Context: an optimization exercise on an open-source flow, tuned for small area, a short achievable clock period and few clock cycles per item. The choices shown serve that exercise and are no tape-out recipe. In this exercise RTL edits were held to simulation tests only and were not proved equivalent to the original. Power is estimated from default activity; no workload was simulated.

## oak
==> flow/design.v <==
module clkrate_engine (
    input  wire        clk,
    input  wire        rst,
    input  wire        start,
    input  wire [31:0] tag,
    input  wire [1:0]  core,
    output wire        ready,
    output reg         done,
    output wire [63:0] rate,
    output reg  [1:0]  err,
    input  wire [63:0] osc_hz,
    input  wire [63:0] intosc_hz,
    input  wire [63:0] fpga_hz,
    input  wire [31:0] m_pllglob,
    input  wire [31:0] m_pllm,
    input  wire [31:0] m_pllc1,
    input  wire [31:0] m_pllc2,
    input  wire [31:0] m_pllc3,
    input  wire [31:0] p_pllglob,
    input  wire [31:0] p_pllm,
    input  wire [31:0] p_pllc1,
    input  wire [31:0] p_pllc2,
    input  wire [31:0] p_pllc3,
    input  wire [31:0] m_nocclk,
    input  wire [31:0] m_nocdiv,
    input  wire [31:0] ctrl,
    input  wire [31:0] core01ctr,
    input  wire [31:0] core23ctr,
    input  wire [31:0] core2ctr,
    input  wire [31:0] core3ctr,
    input  wire [31:0] p_emacctl,
    input  wire [31:0] emacactr,
    input  wire [31:0] emacbctr,
    input  wire [31:0] emacptpctr
);
    localparam integer R1 = 4;                   
    parameter integer R2 = 2;                    
    localparam integer N1  = 64 / R1;
    localparam integer N2  = 64 / R2;
    localparam integer K2S = ((42 + R2 - 1) / R2) * R2;   
    localparam [1:0] ERR_OK          = 2'd0;
    localparam [1:0] ERR_UNSUPPORTED = 2'd1;
    localparam [1:0] ERR_DIVZERO     = 2'd2;
    localparam [2:0] S_IDLE = 3'd0;
    localparam [2:0] S_L1   = 3'd1;
    localparam [2:0] S_L2   = 3'd2;
    localparam [2:0] S_P1   = 3'd3;
    localparam [2:0] S_P2   = 3'd4;
    localparam [2:0] S_SH   = 3'd5;
    reg  [2:0]  state;
    reg         sup_q;       
    reg  [3:0]  t;           
    reg  [1:0]  core_q;
    reg         pll_q;       
    reg         peri_q;      
    reg  [1:0]  osel_q;      
    reg         skip;        
    reg  [1:0]  lz;          
    reg         lzon;        
    reg  [73:0] z;
    reg  [3:0]  aq;          
    reg  [5:0]  aq3;         
    reg  [9:0]  mq;          
    reg  [11:0] mq3;         
    reg  [2:0]  hi0;         
    reg  [3:0]  ra;          
    reg  [R1-1:0] dq;        
    reg  [10:0] c1, c2;      
    reg         rtop;        
    reg         pass2;       
    reg         fastp;       
    reg  [2:0]  sh_q;        
    reg  [10:0] r1, r2;      
    reg  [R2-1:0] q1p;       
    reg  [5:0]  cnt;         
    reg         zsrc_q;      
    reg         fault_q;     
    assign ready = (state == S_IDLE);
    assign rate  = z[63:0];
    wire is_mpu  = (t == 4'd0);
    wire is_emac = (t == 4'd6) || (t == 4'd7) || (t == 4'd8);
    wire is_ptp  = (t == 4'd9);
    reg emac_sel;
    always @(*) begin
        case (t)
            4'd6:    emac_sel = p_emacctl[26];
            4'd7:    emac_sel = p_emacctl[27];
            default: emac_sel = p_emacctl[28];
        endcase
    end
    reg [31:0] gsel;
    always @(*) begin
        if (is_mpu)       gsel = core_q[1] ? core23ctr : core01ctr;
        else if (is_emac) gsel = emac_sel ? emacbctr : emacactr;
        else if (is_ptp)  gsel = emacptpctr;
        else              gsel = m_nocclk;
    end
    wire [2:0]  src  = gsel[18:16];
    wire        pll  = (src[2:1] == 2'b00);
    wire        peri = src[0];
    wire [31:0] pllglob = peri ? p_pllglob : m_pllglob;
    wire [1:0]  psrc    = pllglob[17:16];
    wire [3:0]  aref    = pllglob[11:8];
    wire [31:0] corex = core_q[0] ? core3ctr : core2ctr;
    wire [1:0] l4mp = m_nocdiv[17:16];
    wire [1:0] l4sp = m_nocdiv[19:18];
    reg  [2:0] shamt_d;
    always @(*) begin
        case (t)
            4'd2, 4'd10, 4'd12: shamt_d = {1'b0, l4mp};
            4'd3:               shamt_d = {1'b0, l4sp};
            4'd4:               shamt_d = ctrl[0] ? 3'd1 : 3'd2;
            4'd5, 4'd11:        shamt_d = {1'b0, l4mp} + 3'd2;
            default:            shamt_d = 3'd0;
        endcase
    end
    reg [4:0] pow2m1;                
    always @(*) begin
        case (shamt_d)
            3'd0:    pow2m1 = 5'h00;
            3'd1:    pow2m1 = 5'h01;
            3'd2:    pow2m1 = 5'h03;
            3'd3:    pow2m1 = 5'h07;
            3'd4:    pow2m1 = 5'h0f;
            default: pow2m1 = 5'h1f;
        endcase
    end
    wire [31:0] pllm = peri_q ? p_pllm : m_pllm;
    wire [31:0] pglob_q = peri_q ? p_pllglob : m_pllglob;
    reg  [31:0] pllc;
    always @(*) begin
        if (is_mpu)                  pllc = peri_q ? p_pllc1 : m_pllc1;
        else if (is_emac || is_ptp)  pllc = peri_q ? p_pllc2 : m_pllc2;
        else                         pllc = peri_q ? p_pllc3 : m_pllc3;
    end
    reg [63:0] f;
    always @(*) begin
        case (osel_q)
            2'd0:    f = osc_hz;
            2'd1:    f = intosc_hz;
            default: f = fpga_hz;
        endcase
    end
    wire f_hi0 = (osel_q == 2'd0) ? hi0[0] : (osel_q == 2'd1) ? hi0[1] : hi0[2];
    function [5:0] astep;            
        input [3:0] r;
        input [1:0] b;
        input [3:0] a;
        input [5:0] a3;
        reg   [5:0] tr;
        reg   [6:0] d1, d2, d3;
        begin
            tr = {r, b};
            d1 = {1'b0, tr} - {3'b000, a};
            d2 = {1'b0, tr} - {2'b00, a, 1'b0};
            d3 = {1'b0, tr} - {1'b0, a3};
            if (!d3[6])      astep = {2'd3, d3[3:0]};
            else if (!d2[6]) astep = {2'd2, d2[3:0]};
            else if (!d1[6]) astep = {2'd1, d1[3:0]};
            else             astep = {2'd0, tr[3:0]};
        end
    endfunction
    wire [5:0] as1  = astep(ra, z[73:72], aq, aq3);
    wire [5:0] as2  = astep(as1[3:0], z[71:70], aq, aq3);
    wire [3:0] qd   = {as1[5:4], as2[5:4]};
    wire [3:0] ra_n = as2[3:0];
    function [11:0] mmul;            
        input [1:0]  d;
        input [9:0]  m;
        input [11:0] m3;
        case (d)
            2'd0:    mmul = 12'd0;
            2'd1:    mmul = {2'b00, m};
            2'd2:    mmul = {1'b0, m, 1'b0};
            default: mmul = m3;
        endcase
    endfunction
    wire [11:0] pa  = mmul(dq[3:2], mq, mq3);
    wire [11:0] pb  = mmul(dq[1:0], mq, mq3);
    wire [16:0] plo = {1'b0, z[11:0], 4'd0} + {3'd0, pa, 2'd0} + {5'd0, pb};
    wire [57:0] zhi = z[69:12];
    reg  [57:0] phi;
    integer k;
    always @(*) begin
        for (k = 0; k < 58; k = k + 1)
            phi[k] = zhi[k] ^ (plo[16] & (&(zhi | ~((58'd1 << k) - 58'd1))));
    end
    wire [73:0] z_p1 = {phi, plo[15:0]};
    function [11:0] dstep;           
        input [10:0] r;
        input        b;
        input [10:0] c;
        reg   [11:0] tr;
        begin
            tr = {r, b};
            if (tr > {1'b0, c}) dstep = {1'b1, tr[10:0] - c - 11'd1};
            else                dstep = {1'b0, tr[10:0]};
        end
    endfunction
    reg [R2-1:0] q1n, q2n;
    reg [10:0]   r1_n, r2_n;
    reg [11:0]   s1, s2;
    integer j;
    always @(*) begin
        r1_n = r1; r2_n = r2;
        for (j = 0; j < R2; j = j + 1) begin
            s1 = dstep(r1_n, rtop ? z[73-j] : !skip ? z[63-j] :
                             lz == 2'd0 ? z[K2S-1-j] : lz == 2'd1 ? z[K2S-5-j] : z[K2S-9-j], c1);
            s2 = dstep(r2_n, q1p[R2-1-j], c2);
            r1_n = s1[10:0]; r2_n = s2[10:0];
            q1n[R2-1-j] = s1[11];
            q2n[R2-1-j] = s2[11];
        end
    end
    wire early1 = !sup_q;                        
    wire early2 = zsrc_q || fault_q;             
    wire last   = (cnt == 6'd0);
    wire need2  = is_mpu && core_q[1];
    wire again  = last && need2 && !pass2;       
    wire p2n    = (state == S_P2) && (pass2 || again);
    wire cont2  = (state == S_P2) && !again;
    always @(posedge clk) begin
        if (rst) begin
            state <= S_IDLE;
            done  <= 1'b0;
        end else begin
            done <= 1'b0;
            case (state)
                S_IDLE: if (start) state <= S_L1;
                S_L1: begin
                    if (early1) begin
                        done  <= 1'b1;
                        state <= S_IDLE;
                    end else begin
                        state <= S_L2;
                    end
                end
                S_L2: begin
                    if (early2 || (fastp && sh_q == 3'd0)) begin
                        done  <= 1'b1;
                        state <= S_IDLE;
                    end else begin
                        state <= fastp ? S_SH : pll_q ? S_P1 : S_P2;
                    end
                end
                S_SH: begin
                    if (last) begin
                        done  <= 1'b1;
                        state <= S_IDLE;
                    end
                end
                S_P1: if (last) state <= S_P2;
                default: begin
                    if (last && !again) begin
                        done  <= 1'b1;
                        state <= S_IDLE;
                    end
                end
            endcase
        end
    end
    always @(posedge clk) begin
        if (state == S_IDLE) begin
            sup_q  <= (tag <= 32'd12);
            t      <= tag[3:0];
            core_q <= core;
        end
        pll_q   <= pll;
        peri_q  <= peri;
        osel_q  <= pll ? psrc : (src[1:0] ^ 2'b10);      
        c2      <= p2n ? 11'd0 : (is_mpu || is_emac || is_ptp) ? gsel[10:0] : {6'd0, pow2m1};
        zsrc_q  <= pll ? (psrc == 2'd3) : (src > 3'd4);
        fault_q <= pll && (psrc != 2'd3) && (aref == 4'd0);
        aq      <= pglob_q[11:8];
        aq3     <= {2'b00, pglob_q[11:8]} + {1'b0, pglob_q[11:8], 1'b0};
        mq      <= pllm[9:0];
        mq3     <= {2'b00, mq} + {1'b0, mq, 1'b0};
        hi0     <= {fpga_hz[63:32] == 32'd0, intosc_hz[63:32] == 32'd0, osc_hz[63:32] == 32'd0};
        c1      <= p2n ? corex[10:0] : pll_q ? pllc[10:0] : 11'd0;
        rtop    <= !pll_q && !p2n;
        skip    <= (pll_q || p2n) && f_hi0;
        pass2   <= p2n;
        fastp   <= !pll && !(is_mpu || is_emac || is_ptp);
        sh_q    <= shamt_d;
        err     <= !sup_q ? ERR_UNSUPPORTED : fault_q ? ERR_DIVZERO : ERR_OK;
        ra  <= (state == S_P1) ? ra_n : 4'd0;
        dq  <= (state == S_P1) ? qd : {R1{1'b0}};
        r1  <= cont2 ? r1_n : 11'd0;
        r2  <= cont2 ? r2_n : 11'd0;
        q1p <= cont2 ? q1n : {R2{1'b0}};
        case (state)
            S_L1: z <= 74'd0;                
            S_L2: begin
                z <= (fastp ? {10'd0, f} : f_hi0 ? {f[31:0], 42'd0} : {f, 10'd0}) & {74{~early2}};
                lz   <= 2'd0;
                lzon <= 1'b1;
                if (fastp)      cnt <= {3'd0, sh_q} - 6'd1;
                else if (pll_q) cnt <= f_hi0 ? N1/2 : N1;
                else            cnt <= f_hi0 ? N2/2 : N2;
            end
            S_SH: begin
                z   <= {1'b0, z[73:1]};
                cnt <= cnt - 6'd1;
            end
            S_P1: begin
                z   <= z_p1;
                cnt <= last ? (skip ? K2S / R2 - {4'd0, lz, 1'b0} : N2) : cnt - 6'd1;
                if (lzon && !last && qd == 4'd0 && lz != 2'd2) lz <= lz + 2'd1;
                else if (!last) lzon <= 1'b0;
            end
            default: begin
                z   <= {z[73-R2:K2S] & {(74-R2-K2S){~skip}},
                        z[K2S-1:K2S-4] & {4{~(skip && lz != 2'd0)}},
                        z[K2S-5:K2S-8] & {4{~(skip && lz == 2'd2)}},
                        z[K2S-9:0], q2n};
                cnt <= again ? (f_hi0 ? K2S / R2 - {4'd0, lz, 1'b0} : N2) : cnt - 6'd1;
            end
        endcase
    end
endmodule
Settings: LEC_CHECK=0, ABC_AREA=1, CAP_MARGIN=20, CORE_AREA=5 5 335 335, DIE_AREA=0 0 340 340, SETUP_SLACK_MARGIN=5, SLEW_MARGIN=20; clock period 10.0 ns.
standard.sh (not shown) runs the stock make flow with config.mk's settings and CLKGATE_MAP_FILE= SYNTH_SCRIPT=/design/flow/synth_recipe.tcl, a recipe that flattens the netlist after the stock synthesis.
==> flow/flow/run.sh <==
#!/bin/bash
# Layout flow: the standard ORFS flow (standard.sh, unchanged synthesis and
# steps), with plain sky130_fd_sc_hd__buf_1 cells as the input/output port
# buffers and timing repair aimed at a 3.6 ns cycle (setup margin 6.4 ns on the
# 10 ns clock). The make output goes to flow_make.log; each ORFS step keeps its
# own log under orfs/logs/.
set -euo pipefail
export BUFFER_PORTS_ARGS="-buffer_cell sky130_fd_sc_hd__buf_1"
bash standard.sh SETUP_SLACK_MARGIN=6.4 "${@:-finish}" > flow_make.log 2>&1
oak: full flow OK, the timing, DRC and antenna checks passed
Testbench counts of oak, summed over its fixed seeds: cycles 49,905, items 2,400.
For pine, these inputs were changed with respect to oak:
--- a/flow/design.v
+++ b/flow/design.v
@@ -45,19 +45,16 @@
     localparam [2:0] S_L1   = 3'd1;
     localparam [2:0] S_L2   = 3'd2;
     localparam [2:0] S_P1   = 3'd3;
     localparam [2:0] S_P2   = 3'd4;
-    localparam [2:0] S_SH   = 3'd5;
     reg  [2:0]  state;
     reg         sup_q;       
     reg  [3:0]  t;           
     reg  [1:0]  core_q;
     reg         pll_q;       
     reg         peri_q;      
     reg  [1:0]  osel_q;      
     reg         skip;        
-    reg  [1:0]  lz;          
-    reg         lzon;        
     reg  [73:0] z;
     reg  [3:0]  aq;          
     reg  [5:0]  aq3;         
     reg  [9:0]  mq;          
@@ -67,10 +64,8 @@
     reg  [R1-1:0] dq;        
     reg  [10:0] c1, c2;      
     reg         rtop;        
     reg         pass2;       
-    reg         fastp;       
-    reg  [2:0]  sh_q;        
     reg  [10:0] r1, r2;      
     reg  [R2-1:0] q1p;       
     reg  [5:0]  cnt;         
     reg         zsrc_q;      
@@ -203,10 +198,9 @@
     integer j;
     always @(*) begin
         r1_n = r1; r2_n = r2;
         for (j = 0; j < R2; j = j + 1) begin
-            s1 = dstep(r1_n, rtop ? z[73-j] : !skip ? z[63-j] :
-                             lz == 2'd0 ? z[K2S-1-j] : lz == 2'd1 ? z[K2S-5-j] : z[K2S-9-j], c1);
+            s1 = dstep(r1_n, rtop ? z[73-j] : skip ? z[K2S-1-j] : z[63-j], c1);
             s2 = dstep(r2_n, q1p[R2-1-j], c2);
             r1_n = s1[10:0]; r2_n = s2[10:0];
             q1n[R2-1-j] = s1[11];
             q2n[R2-1-j] = s2[11];
@@ -235,19 +229,13 @@
                         state <= S_L2;
                     end
                 end
                 S_L2: begin
-                    if (early2 || (fastp && sh_q == 3'd0)) begin
+                    if (early2) begin
                         done  <= 1'b1;
                         state <= S_IDLE;
                     end else begin
-                        state <= fastp ? S_SH : pll_q ? S_P1 : S_P2;
-                    end
-                end
-                S_SH: begin
-                    if (last) begin
-                        done  <= 1'b1;
-                        state <= S_IDLE;
+                        state <= pll_q ? S_P1 : S_P2;
                     end
                 end
                 S_P1: if (last) state <= S_P2;
                 default: begin
@@ -279,10 +267,8 @@
         c1      <= p2n ? corex[10:0] : pll_q ? pllc[10:0] : 11'd0;
         rtop    <= !pll_q && !p2n;
         skip    <= (pll_q || p2n) && f_hi0;
         pass2   <= p2n;
-        fastp   <= !pll && !(is_mpu || is_emac || is_ptp);
-        sh_q    <= shamt_d;
         err     <= !sup_q ? ERR_UNSUPPORTED : fault_q ? ERR_DIVZERO : ERR_OK;
         ra  <= (state == S_P1) ? ra_n : 4'd0;
         dq  <= (state == S_P1) ? qd : {R1{1'b0}};
         r1  <= cont2 ? r1_n : 11'd0;
@@ -290,31 +276,19 @@
         q1p <= cont2 ? q1n : {R2{1'b0}};
         case (state)
             S_L1: z <= 74'd0;                
             S_L2: begin
-                z <= (fastp ? {10'd0, f} : f_hi0 ? {f[31:0], 42'd0} : {f, 10'd0}) & {74{~early2}};
-                lz   <= 2'd0;
-                lzon <= 1'b1;
-                if (fastp)      cnt <= {3'd0, sh_q} - 6'd1;
-                else if (pll_q) cnt <= f_hi0 ? N1/2 : N1;
-                else            cnt <= f_hi0 ? N2/2 : N2;
-            end
-            S_SH: begin
-                z   <= {1'b0, z[73:1]};
-                cnt <= cnt - 6'd1;
+                z <= (f_hi0 ? {f[31:0], 42'd0} : {f, 10'd0}) & {74{~early2}};
+                if (pll_q) cnt <= f_hi0 ? N1/2 : N1;
+                else       cnt <= f_hi0 ? N2/2 : N2;
             end
             S_P1: begin
                 z   <= z_p1;
-                cnt <= last ? (skip ? K2S / R2 - {4'd0, lz, 1'b0} : N2) : cnt - 6'd1;
-                if (lzon && !last && qd == 4'd0 && lz != 2'd2) lz <= lz + 2'd1;
-                else if (!last) lzon <= 1'b0;
+                cnt <= last ? (skip ? K2S / R2 : N2) : cnt - 6'd1;
             end
             default: begin
-                z   <= {z[73-R2:K2S] & {(74-R2-K2S){~skip}},
-                        z[K2S-1:K2S-4] & {4{~(skip && lz != 2'd0)}},
-                        z[K2S-5:K2S-8] & {4{~(skip && lz == 2'd2)}},
-                        z[K2S-9:0], q2n};
-                cnt <= again ? (f_hi0 ? K2S / R2 - {4'd0, lz, 1'b0} : N2) : cnt - 6'd1;
+                z   <= {z[73-R2:K2S] & {(74-R2-K2S){~skip}}, z[K2S-1:0], q2n};
+                cnt <= again ? (f_hi0 ? K2S / R2 : N2) : cnt - 6'd1;
             end
         endcase
     end
 endmodule
pine consumes less power than oak does.
In the reports, the flip-flop count of pine falls short of that of oak.
Between pine and oak, it is pine whose final cell count is lower, by about 7%.
Post-synthesis to final-layout area growth ends up higher on pine.
oak ended up with nand2_1 as its commonest non-fill, non-tap cell in the layout; pine ended up with buf_1.
Layout filler cell count grows slightly when moving from oak to pine.
Summary of pine over oak: post-placement worst setup slack went up, power share of the clock group now sits higher, number of global-route vias before repair -11%, mean post-synth cell area +2.5%, H-tree depth reported by CTS comparable.
Per the comparison of pine with oak, combined area of the multi-input logic cells decreased by about 13% relative to the old numbers; cell count after placement decreased by 348 relative to the old numbers.
Testbench counts of pine, summed over its fixed seeds: cycles 60,627, items 2,400.

## separate check: timing with driven ports
Ports are ideal in the flow. The routed layouts listed here were re-timed in OpenROAD.
Step 1 (the two cells are an assumption about what drives the block):
set clk [get_ports {clk}]
set_driving_cell -lib_cell sky130_fd_sc_hd__clkbuf_16 $clk
set_driving_cell -lib_cell sky130_fd_sc_hd__buf_2 [delete_from_list [all_inputs] $clk]
Step 2 moves the port delays by t, midway between the first and last clock arrival at a register: inputs arrive t later, outputs are due t later. That takes back most of the time a late clock gives input paths.
Three values: no drivers, after step 1, after step 2; two values: the first two.
run	t, ns	slack for setup (ns)	worst setup path after step 2	worst slew at a driven data input, ns
oak	0.572	6.175 / 6.175 / 6.054	input to register	0.20
pine	0.559	6.533 / 6.473 / 6.026	input to register	0.27
After both steps every run listed still meets setup and hold. For pine, which loses most, drivers alone change the setup slack by -0.060 ns; drivers and shift together by -0.507 ns.
